Background: an optimization exercise with open tools, aiming at small area, a short achievable clock period and few clock cycles per item. Do not read the settings as production practice. At most, simulation tests tie the RTL to the original design; equivalence was not proved.

==> flow/design.v (excerpt) <==
module tryte_conv (
    input  wire       clk,
    input  wire       rst,
    input  wire       cmd_valid,
    input  wire [3:0] cmd_op,
    output wire       cmd_ready,
    input  wire       in_valid,
    input  wire [7:0] in_data,
    output wire       in_ready,
    output wire       out_valid,
    output reg  [7:0] out_data,
    input  wire       out_ready,
    output wire       done,
    output wire [1:0] err,
    output wire [7:0] err_index
);
Settings: LEC_CHECK=0, ABC_CLOCK_PERIOD_IN_PS=8000, CAP_MARGIN=20, CORE_MARGIN=2, CORE_UTILIZATION=45, SETUP_SLACK_MARGIN=3, SLEW_MARGIN=20; clock period 40.0 ns.
standard.sh (not shown) runs the stock make flow with config.mk's settings and CLKGATE_MAP_FILE= SYNTH_SCRIPT=/design/flow/synth_recipe.tcl, a recipe that flattens the netlist after the stock synthesis.
==> flow/flow/run.sh <==
#!/bin/bash
# Layout flow: the standard flow (standard.sh) with two changes:
#  - synthesis leaves the arithmetic to abc instead of extracting full/half
#    adder cells (ADDER_MAP_FILE empty); registers, flattening and renaming
#    are unchanged;
#  - the timing repair steps aim for 31 ns of setup slack (a 9 ns period)
#    instead of 3 ns, so that the resizer also works on the paths that set
#    the achieved period. The clock, its period and the I/O constraints are
#    the design's (constraint.sdc is used as given).
sed 's/SETUP_SLACK_MARGIN=[^ ]*/SETUP_SLACK_MARGIN=31/' standard.sh > standard_repair.sh
ADDER_MAP_FILE= bash standard_repair.sh synth > synth.log 2>&1 || exit 1
bash standard_repair.sh > layout.log 2>&1 || exit 1
Testbench counts at the start, summed over its fixed seeds: cycles 131,648, items 320.
==> next run, changes <==
--- a/flow/design.v
+++ b/flow/design.v
@@ -6,23 +6,23 @@
     output wire       cmd_ready,
     input  wire       in_valid,
     input  wire [7:0] in_data,
     output wire       in_ready,
     output wire       out_valid,
     output reg  [7:0] out_data,
     input  wire       out_ready,
     output wire       done,
     output wire [1:0] err,
     output wire [7:0] err_index
 );
-    localparam integer KD = 1;      
+    localparam integer KD = 2;      
     localparam integer KH = 2;      
     localparam integer NPH = 8 / KD;    
     localparam integer NHC = 384 / KH;
     localparam [3:0] OP_T2B  = 4'd1;
     localparam [3:0] OP_TR2B = 4'd2;
     localparam [3:0] OP_B2T  = 4'd3;
     localparam [3:0] OP_B2TR = 4'd4;
     localparam [3:0] OP_ZLT  = 4'd5;
     localparam [1:0] ERR_NONE    = 2'd0;
     localparam [1:0] ERR_ILLEGAL = 2'd2;
     localparam [1:0] ERR_INVALID = 2'd3;
@@ -303,23 +303,23 @@
     reg [1:0]   u0, u1;        
     reg         bad;
     reg [7:0]   bad_idx;
     reg [1:0]   err_r;
     reg [404:0] D;
     reg [383:0] W;
     reg         iv;            
     reg [7:0]   idat;          
     reg [7:0]   acc;           
     reg         in_open;       
     reg         isb;           
-    reg [2:0]   ph;            
+    reg [1:0]   ph;            
     reg [5:0]   nb;            
     reg [7:0]   hc;            
     reg         brw;           
     reg         zfix;          
     reg         zadd;          
     reg         zsg;           
     reg [1:0]   cmp_h;         
     reg         hprev;         
     reg [7:0]   q0, q1;
     reg [1:0]   qn;
     reg         idle_r;        
@@ -393,23 +393,23 @@
         qv <= (qn_n != 2'd0);
         if (rst) begin
             qn <= 2'd0;
             qv <= 1'b0;
         end
     end
     wire       acc_idle  = (state == S_IDLE);
     wire       open_n    = acc_idle ? (cmd_valid && (cmd_op >= OP_T2B && cmd_op <= OP_ZLT))
                                     : (in_open && !(in_fire && acc == in_count - 8'd1));
     wire       isb_n     = acc_idle ? (cmd_op == OP_B2T || cmd_op == OP_B2TR) : isb;
     wire       iv_n      = acc_idle ? 1'b0 : (in_fire || (iv && !consume));
-    wire [2:0] ph_n      = acc_idle ? 3'd0 : (state == S_LOADB && iv) ? ph + 3'd1 : ph;
+    wire [1:0] ph_n      = acc_idle ? 2'd0 : (state == S_LOADB && iv) ? ph + 2'd1 : ph;
     always @(posedge clk) begin
         inrdy_r <= open_n && (!iv_n || !isb_n || ph_n == NPH - 1);
         if (rst)
             inrdy_r <= 1'b0;
     end
     always @(posedge clk) begin
         if (in_fire) begin
             idat <= (isb && acc == 8'd0) ? {~in_data[7], in_data[6:0]} : in_data;
             iv   <= 1'b1;
             acc  <= acc + 8'd1;
             if (acc == in_count - 8'd1)
@@ -438,23 +438,23 @@
                     cnt     <= 8'd0;
                     tk      <= 2'd0;
                     ti      <= 7'd0;
                     bad     <= 1'b0;
                     bad_idx <= 8'd0;
                     err_r   <= ERR_NONE;
                     nb      <= 6'd0;
                     zfix    <= 1'b0;
                     otop    <= 1'b0;
                     otr     <= (cmd_op == OP_B2TR);
                     oterm   <= 1'b0;
-                    ph      <= 3'd0;
+                    ph      <= 2'd0;
                     hc      <= 8'd0;
                     brw     <= 1'b1;
                     hprev   <= 1'b1;
                     cmp_h   <= 2'd0;
                     D       <= KINIT;
                     if (cmd_valid) begin
                         idle_r  <= 1'b0;
                         if (cmd_op == OP_T2B || cmd_op == OP_TR2B)
                             state <= S_LOADT;
                         else if (cmd_op == OP_ZLT)
                             state <= S_LOADZ;
@@ -489,23 +489,23 @@
                                 state  <= S_DONE;
                                 done_r <= 1'b1;
                             end else begin
                                 state <= S_HALVE;
                             end
                         end
                     end
                 end
                 S_LOADB: begin
                     if (iv) begin
                         D  <= d_dbl;
-                        ph <= ph + 3'd1;
+                        ph <= ph + 2'd1;
                         if (ph_last) begin
                             nb <= nb + 6'd1;
                             if (nb == 6'd47) begin
                                 oterm <= 1'b1;
                                 state <= S_OUTT;
                             end
                         end
                     end
                 end
                 S_LOADZ: begin
                     if (zfix) begin
- The new run passed the timing, DRC and antenna checks
- hold slack improved by 0.022 ns
- critical path depth stays the same
- non-clock buffer count went up by 186
- die area went up by about 18%
- via count went up by about 30%
- final area went up by about 20%
- wire length went up by 35%
- first-iteration DRC count went up by about 60%
- register-to-register slack got worse by 0.34 ns
- global-route usage went up by 3.0 points
- area after synthesis went up by about 18%
Function not checked in the second run of this note: the RTL went through the layout flow alone.

re-timing with driven ports:
Ports are ideal in the flow. The routed layouts listed here were re-timed in OpenROAD.
Step 1 (the two cells are an assumption about what drives the block):
set clk [get_ports {clk}]
set_driving_cell -lib_cell sky130_fd_sc_hd__clkbuf_16 $clk
set_driving_cell -lib_cell sky130_fd_sc_hd__buf_2 [delete_from_list [all_inputs] $clk]
Step 2 adds t to the input delays and takes it off the output delays; t is the mean of the earliest and latest rising clock arrival at the registers after step 1. Input paths then give back, and output paths get back, about the clock's delay inside the block.
Slacks: ideal ports / drivers / drivers and shift; pairs: ideal ports / drivers.
run | shift t [ns] | setup WS [ns] | worst setup path after step 2 | slew at the worst register clock pin (ns) | cell pins on the clock port's net
the first run | 0.857 | 30.662 / 30.581 / 30.230 | input to register | 0.07 / 0.07 | 1
the second run | 0.877 | 30.644 / 30.559 / 30.241 | input to register | 0.07 / 0.07 | 1
After both steps every run listed still meets setup and hold. For the first run, which loses most, drivers alone change the setup slack by -0.081 ns; drivers and shift together by -0.432 ns.
